What follows belongs to an exercise in optimizing a design on an open flow for a short achievable clock period and few clock cycles per item; a production flow would make more cautious choices. RTL that was checked went through simulation tests only; none was proved equivalent to the original. The clock port is modelled as an ideal driver, which makes a skipped or thinned clock tree look cheaper than it is; a real chip needs a root buffer or a tree.

==> inputs of exp/indigo <==
## dnp3_tx
module dnp3_tx (
    input  wire        clk,
    input  wire        rst,
    input  wire        cmd_valid,
    output wire        cmd_ready,
    input  wire [7:0]  cmd_plen,    
    input  wire [7:0]  cmd_ctrl,    
    input  wire [15:0] cmd_dst,     
    input  wire [15:0] cmd_src,     
    input  wire        in_valid,
    output wire        in_ready,
    input  wire [31:0] in_data,
    output wire        out_valid,
    input  wire        out_ready,
    output wire [31:0] out_data,
    output wire        out_last,
    output reg         done_valid,
    output reg  [3:0]  done_err,
    output reg  [8:0]  done_len
);
Settings: LEC_CHECK=0, ABC_CLOCK_PERIOD_IN_PS=2500, CAP_MARGIN=20, CORE_MARGIN=2, CORE_UTILIZATION=55, PLACE_DENSITY=0.65, SLEW_MARGIN=20; clock period 8.0 ns.
standard.sh (not shown) runs the stock make flow with config.mk's settings and CLKGATE_MAP_FILE= SYNTH_SCRIPT=/design/flow/synth_recipe.tcl, a recipe that flattens the netlist after the stock synthesis.
==> flow/flow/run.sh <==
#!/bin/bash
# The standard layout (standard.sh), with three changes to how it is made:
#  - the setup repair aims further below the clock period (SETUP_SLACK_MARGIN),
#  - the ports are buffered with buf_4 cells,
#  - the clock tree is built by flow/mcts.tcl (a balanced two-level tree of
#    clkbuf_16 cells: four root buffers on the clock port, each driving the
#    leaf buffers of its part of the die) in place of TritonCTS; it also
#    places each flip-flop that drives an output port next to its port buffer.
# The whole ORFS output goes to standard.log in this folder.
set -e
here=$(pwd)
export SETUP_SLACK_MARGIN=6
export BUFFER_PORTS_ARGS="-buffer_cell sky130_fd_sc_hd__buf_4"
export PRE_CTS_TCL=$here/flow/mcts.tcl
export MCTS_LEAF=26
export MCTS_ROOTS=4
bash standard.sh > standard.log 2>&1
==> flow/flow/mcts.tcl <==
set mcts_leaf  [expr {[info exists ::env(MCTS_LEAF)] ? $::env(MCTS_LEAF) : 24}]
set mcts_roots [expr {[info exists ::env(MCTS_ROOTS)] ? $::env(MCTS_ROOTS) : 4}]
set mcts_db    [ord::get_db]
set mcts_block [ord::get_db_block]
set mcts_clk   [$mcts_block findNet clk]
set mcts_buf   [$mcts_db findMaster sky130_fd_sc_hd__clkbuf_16]

proc mcts_center {inst} {
  set bb [$inst getBBox]
  return [list [expr {([$bb xMin] + [$bb xMax]) / 2}] [expr {([$bb yMin] + [$bb yMax]) / 2}]]
}

# split a list of {x y item} into k groups of near-equal size, compact:
# recursive bisection across the longer side of the group's bounding box
proc mcts_split {items k} {
  set n [llength $items]
  if {$k <= 1 || $n <= 1} { return [list $items] }
  set xs {}; set ys {}
  foreach it $items { lappend xs [lindex $it 0]; lappend ys [lindex $it 1] }
  set w [expr {[tcl::mathfunc::max {*}$xs] - [tcl::mathfunc::min {*}$xs]}]
  set h [expr {[tcl::mathfunc::max {*}$ys] - [tcl::mathfunc::min {*}$ys]}]
  set axis [expr {$w >= $h ? 0 : 1}]
  set sorted [lsort -integer -index $axis $items]
  set k1 [expr {$k / 2}]
  set n1 [expr {int(round(double($n) * $k1 / $k))}]
  return [concat [mcts_split [lrange $sorted 0 [expr {$n1 - 1}]] $k1] \
                 [mcts_split [lrange $sorted $n1 end] [expr {$k - $k1}]]]
}

proc mcts_centroid {items} {
  set sx 0; set sy 0
  foreach it $items { incr sx [lindex $it 0]; incr sy [lindex $it 1] }
  set n [llength $items]
  return [list [expr {$sx / $n}] [expr {$sy / $n}]]
}

# Place each flip-flop that drives an output port's buffer next to that
# buffer, so its output wire is short; detailed placement legalizes them.
set mcts_moved 0
if {![info exists ::env(MCTS_MOVE_OUT)] || $::env(MCTS_MOVE_OUT)} {
  foreach bt [$mcts_block getBTerms] {
    if {[$bt getIoType] != "OUTPUT"} { continue }
    set net [$bt getNet]
    if {$net == "NULL" || $net == ""} { continue }
    set drv ""
    foreach it [$net getITerms] { if {[$it isOutputSignal]} { set drv $it } }
    if {$drv == ""} { continue }
    set buf [$drv getInst]
    set ff ""
    foreach it [$buf getITerms] {
      if {[$it isInputSignal]} {
        set n2 [$it getNet]
        if {$n2 == "NULL" || $n2 == ""} { continue }
        foreach it2 [$n2 getITerms] { if {[$it2 isOutputSignal]} { set ff [$it2 getInst] } }
      }
    }
    if {$ff == ""} { continue }
    if {![string match "*__*df*" [[$ff getMaster] getName]]} { continue }
    set loc [$buf getLocation]
    $ff setLocation [lindex $loc 0] [lindex $loc 1]
    incr mcts_moved
  }
}
puts "mcts: moved $mcts_moved output flip-flops next to their port buffers"

set mcts_sinks {}
foreach it [$mcts_clk getITerms] {
  lappend mcts_sinks [concat [mcts_center [$it getInst]] [list $it]]
}
set mcts_n [llength $mcts_sinks]
set mcts_k [expr {int(ceil(double($mcts_n) / $mcts_leaf))}]
puts "mcts: $mcts_n sinks, $mcts_k leaf buffers, $mcts_roots root buffers"

set mcts_leaves {}
set li 0
foreach grp [mcts_split $mcts_sinks $mcts_k] {
  set c [mcts_centroid $grp]
  set inst [odb::dbInst_create $mcts_block $mcts_buf "mcts_leaf_$li"]
  set w [[$inst getMaster] getWidth]
  $inst setLocation [expr {[lindex $c 0] - $w / 2}] [lindex $c 1]
  $inst setPlacementStatus PLACED
  set net [odb::dbNet_create $mcts_block "mcts_l$li"]
  $net setSigType CLOCK
  [$inst findITerm X] connect $net
  foreach s $grp {
    set it [lindex $s 2]
    $it disconnect
    $it connect $net
  }
  lappend mcts_leaves [list [lindex $c 0] [lindex $c 1] $inst]
  incr li
}

set ri 0
foreach grp [mcts_split $mcts_leaves $mcts_roots] {
  set c [mcts_centroid $grp]
  set inst [odb::dbInst_create $mcts_block $mcts_buf "mcts_root_$ri"]
  set w [[$inst getMaster] getWidth]
  $inst setLocation [expr {[lindex $c 0] - $w / 2}] [lindex $c 1]
  $inst setPlacementStatus PLACED
  set net [odb::dbNet_create $mcts_block "mcts_r$ri"]
  $net setSigType CLOCK
  [$inst findITerm X] connect $net
  [$inst findITerm A] connect $mcts_clk
  foreach l $grp {
    [[lindex $l 2] findITerm A] connect $net
  }
  incr ri
}
$mcts_clk setSigType CLOCK

# the tree is built: the flow's call to TritonCTS does nothing else
rename clock_tree_synthesis mcts_unused_cts
proc clock_tree_synthesis {args} {
  puts "mcts: clock tree built by hand; TritonCTS skipped"
  set_propagated_clock [all_clocks]
}
==> inputs of exp/xenon, as changes to exp/indigo <==
--- a/flow/design.v
+++ b/flow/design.v
@@ -255,19 +255,20 @@
             else if (dst == src)                header_err = E_ADDRESS;
             else                                header_err = E_OK;
         end
     endfunction
     reg rst_r;
     always @(posedge clk) rst_r <= rst;
     wire rst_any = rst | rst_r;
-    reg        cmd_ready_r;
+    reg        cmd_ready_r;           
+    reg        cmd_ready_p;           
     reg        c1_v;
     reg [7:0]  c1_p, c1_c;
     reg [15:0] c1_d, c1_s;
-    assign cmd_ready = cmd_ready_r;
+    assign cmd_ready = cmd_ready_p;
     always @(posedge clk) begin
         c1_v <= !rst && cmd_valid && cmd_ready_r;
         c1_p <= cmd_plen;
         c1_c <= cmd_ctrl;
         c1_d <= cmd_dst;
         c1_s <= cmd_src;
     end
@@ -303,23 +304,26 @@
             if (iq_pop) iq_rd <= iq_rd + 1'b1;
             iq_cnt <= iq_cnt_n;
             iq_ne  <= (iq_cnt_n != 0);
         end
         if (rst_any) begin
             iq_free     <= IQD;
             cmd_ready_r <= 1'b1;
+            cmd_ready_p <= 1'b1;
         end else begin
             iq_free     <= iq_free_n;
             cmd_ready_r <= (iq_free_n > {{IQA{1'b0}}, cmd_ready_r});
+            cmd_ready_p <= (iq_free_n > {{IQA{1'b0}}, cmd_ready_p});
         end
     end
-    reg        in_ready_r;
+    reg        in_ready_r;            
+    reg        in_ready_p;            
     reg        i1_v;
     reg [31:0] i1_d;
-    assign in_ready = in_ready_r;
+    assign in_ready = in_ready_p;
     always @(posedge clk) begin
         i1_v <= !rst && in_valid && in_ready_r;
         i1_d <= in_data;
     end
     reg [31:0] if_mem [0:IFD-1];
     reg [1:0]  if_wr, if_rd;
     reg        if_ne;
@@ -337,17 +341,19 @@
             if (if_pop) if_rd <= if_rd + 2'd1;
             if_cnt <= if_cnt_n;
             if_ne  <= (if_cnt_n != 3'd0);
         end
         if (rst_any) begin
             if_free    <= IFD;
             in_ready_r <= 1'b1;
+            in_ready_p <= 1'b1;
         end else begin
             if_free    <= if_free_n;
             in_ready_r <= (if_free_n > {2'd0, in_ready_r});
+            in_ready_p <= (if_free_n > {2'd0, in_ready_p});
         end
     end
     wire [93:0] iq_h     = iq_mem[iq_rd];
     wire [15:0] iqh_hs   = iq_h[93:78];
     wire [15:0] iqh_src  = iq_h[77:62];
     wire [15:0] iqh_dst  = iq_h[61:46];
     wire [7:0]  iqh_ctrl = iq_h[45:38];
@@ -445,22 +451,24 @@
             done_valid <= (go_cmd && !iqh_ok && iqh_nb == 7'd0) || (go_hdr && iqh_zp) ||
                           (beat && cur_last);
         done_err <= (ip == IP_PAY) ? cur_err  : iqh_err;
         done_len <= (ip == IP_PAY) ? cur_tlen : ((ip == IP_HDR) ? 9'd10 : 9'd0);
     end
     reg         s3_v, s3_first, s3_end, s3_last;
     reg  [1:0]  s3_k;
+    reg  [3:0]  s3_oh;                
     reg  [31:0] s3_d;
     reg  [15:0] s3_dx;
     always @(posedge clk) begin
         s3_v     <= s2_v && !rst_r;
         s3_first <= s2_first;
         s3_end   <= s2_end;
         s3_last  <= s2_last;
         s3_k     <= s2_k;
+        s3_oh    <= {s2_k == 2'd3, s2_k == 2'd2, s2_k == 2'd1, s2_k == 2'd0};
         s3_d     <= s2_d;
         if (s2_hdr)
             s3_dx <= s2_hs;
         else case (s2_k)
             2'd1:    s3_dx <= crc_d1(s2_d[7:0]);
             2'd2:    s3_dx <= crc_d2(s2_d[15:0]);
             2'd3:    s3_dx <= crc_d3(s2_d[23:0]);
@@ -468,23 +476,16 @@
         endcase
     end
     reg  [15:0] acc;
     reg         s4_v, s4_end, s4_last;
     reg  [1:0]  s4_k;
     reg  [31:0] s4_d;
     wire [15:0] acc_in = s3_first ? 16'd0 : acc;
-    reg  [15:0] acc_s;
-    always @(*) begin
-        case (s3_k)
-            2'd1:    acc_s = crc_s1(acc_in);
-            2'd2:    acc_s = crc_s2(acc_in);
-            2'd3:    acc_s = crc_s3(acc_in);
-            default: acc_s = crc_s4(acc_in);
-        endcase
-    end
+    wire [15:0] acc_s = ({16{s3_oh[0]}} & crc_s4(acc_in)) | ({16{s3_oh[1]}} & crc_s1(acc_in)) |
+                        ({16{s3_oh[2]}} & crc_s2(acc_in)) | ({16{s3_oh[3]}} & crc_s3(acc_in));
     always @(posedge clk) begin
         s4_v    <= s3_v && !rst_r;
         s4_end  <= s3_end;
         s4_last <= s3_last;
         s4_k    <= s3_k;
         s4_d    <= s3_d;
         if (s3_v) acc <= acc_s ^ s3_dx;
@@ -573,16 +574,17 @@
                 pc2 <= pc2 ^ ck_wide;
                 pc4 <= pc2 & ck_wide;
                 pl  <= 1'b0;
             end
         end
     end
     reg         o_v, k_v;
+    reg         o_vp;                 
     reg  [32:0] o_q, o_hd, k_q;
-    assign out_valid = o_v;
+    assign out_valid = o_vp;
     assign out_data  = o_q[31:0];
     assign out_last  = o_q[32];
     wire        o_free = !o_v || out_ready;
     wire [32:0] o_new  = k_v ? k_q : {e_l, e_d};
     always @(posedge clk) begin
         if (o_free)
             o_hd <= o_new;
@@ -590,16 +592,18 @@
             o_q <= 33'd0;
         else
             o_q <= o_free ? o_new : o_hd;
         if (!k_v)
             k_q <= {e_l, e_d};
         if (rst_any) begin
             o_v    <= 1'b0;
+            o_vp   <= 1'b0;
             k_v    <= 1'b0;
             up_rdy <= 1'b0;
         end else begin
             o_v    <= !o_free || k_v || emit;
+            o_vp   <= (o_vp && !out_ready) || k_v || emit;
             k_v    <= !o_free && (k_v || emit);
             up_rdy <= !(!o_free && (k_v || emit));
         end
     end
 endmodule
--- a/flow/flow/run.sh
+++ b/flow/flow/run.sh
@@ -10,8 +10,9 @@
 set -e
 here=$(pwd)
 export SETUP_SLACK_MARGIN=6
 export BUFFER_PORTS_ARGS="-buffer_cell sky130_fd_sc_hd__buf_4"
 export PRE_CTS_TCL=$here/flow/mcts.tcl
 export MCTS_LEAF=26
 export MCTS_ROOTS=4
+export MCTS_SPAN=90
 bash standard.sh > standard.log 2>&1
--- a/flow/flow/mcts.tcl
+++ b/flow/flow/mcts.tcl
@@ -67,17 +67,40 @@
 foreach it [$mcts_clk getITerms] {
   lappend mcts_sinks [concat [mcts_center [$it getInst]] [list $it]]
 }
 set mcts_n [llength $mcts_sinks]
 set mcts_k [expr {int(ceil(double($mcts_n) / $mcts_leaf))}]
 puts "mcts: $mcts_n sinks, $mcts_k leaf buffers, $mcts_roots root buffers"
 
+# a group spread wider than MCTS_SPAN um (half perimeter) is split again,
+# so that no leaf drives a long wire
+set mcts_span [expr {[info exists ::env(MCTS_SPAN)] ? $::env(MCTS_SPAN) : 80}]
+set mcts_span_dbu [expr {int($mcts_span * [$mcts_block getDbUnitsPerMicron])}]
+proc mcts_hpwl {items} {
+  set xs {}; set ys {}
+  foreach it $items { lappend xs [lindex $it 0]; lappend ys [lindex $it 1] }
+  return [expr {[tcl::mathfunc::max {*}$xs] - [tcl::mathfunc::min {*}$xs] + \
+                [tcl::mathfunc::max {*}$ys] - [tcl::mathfunc::min {*}$ys]}]
+}
+set mcts_groups {}
+set mcts_todo [mcts_split $mcts_sinks $mcts_k]
+while {[llength $mcts_todo] > 0} {
+  set grp [lindex $mcts_todo 0]
+  set mcts_todo [lrange $mcts_todo 1 end]
+  if {[llength $grp] > 1 && [mcts_hpwl $grp] > $mcts_span_dbu} {
+    set mcts_todo [concat [mcts_split $grp 2] $mcts_todo]
+  } else {
+    lappend mcts_groups $grp
+  }
+}
+puts "mcts: [llength $mcts_groups] leaf groups after splitting groups wider than $mcts_span um"
+
 set mcts_leaves {}
 set li 0
-foreach grp [mcts_split $mcts_sinks $mcts_k] {
+foreach grp $mcts_groups {
   set c [mcts_centroid $grp]
   set inst [odb::dbInst_create $mcts_block $mcts_buf "mcts_leaf_$li"]
   set w [[$inst getMaster] getWidth]
   $inst setLocation [expr {[lindex $c 0] - $w / 2}] [lindex $c 1]
   $inst setPlacementStatus PLACED
   set net [odb::dbNet_create $mcts_block "mcts_l$li"]
   $net setSigType CLOCK
==> run summary <==
run status=finished clean; final setup margin=5440 ps; 1st-iter DRT viols=3155; multi-input combinational area share=32.8%; Setup crit end=done_err[2]; Area Growth Syn to Fin=22.1%; Starting Density=55.3%; vias=30900; worst hold start=s2_last$_DFF_P_; Detail Placement HPWL=87.3 mm
# the run above: exp/xenon

==> run summary <==
Area Growth Syn to Fin=22.0%; 1st-iter DRT viols=3381; run status=finished clean; multi-input combinational area share=32.6%; Setup crit end=in_ready; via/cell ratio=5.85; vias=30900; final setup margin=5340 ps; Starting Density=55.3%
# the run above: exp/indigo

Testbench counts of exp/xenon, summed over its fixed seeds: cycles 12,214, frames 320.
Only the layout flow was run in exp/indigo; the RTL was not checked for function there. No run of this note takes its clock network from TritonCTS; it comes from the design's own scripts or RTL.

==> separate check: timing with driven ports <==
Ports are ideal in the flow. The routed layouts listed here were re-timed in OpenROAD. Step 1, drivers: a clkbuf_16 drives clk and a buf_2 each remaining input, both assumed. Step 2 adds t to the input delays and takes it off the output delays; t is the mean of the earliest and latest rising clock arrival at the registers after step 1. Input paths then give back, and output paths get back, about the clock's delay inside the block. a / b / c = ideal / step 1 / step 2; a / b = the first two.
| run | t, ns | slack for setup (ns) | slew at the worst register clock pin (ns) | worst slew at a driven data input, ns |
|---|---|---|---|---|
| exp/indigo | 0.607 | 5.336 / 5.181 / 5.344 | 0.12 / 0.12 | 0.06 |
| exp/xenon | 0.629 | 5.439 / 5.277 / 5.347 | 0.10 / 0.10 | 0.06 |
After both steps every run listed still meets setup and hold. For exp/xenon, which loses most, drivers alone change the setup slack by -0.162 ns; drivers and shift together by -0.092 ns.
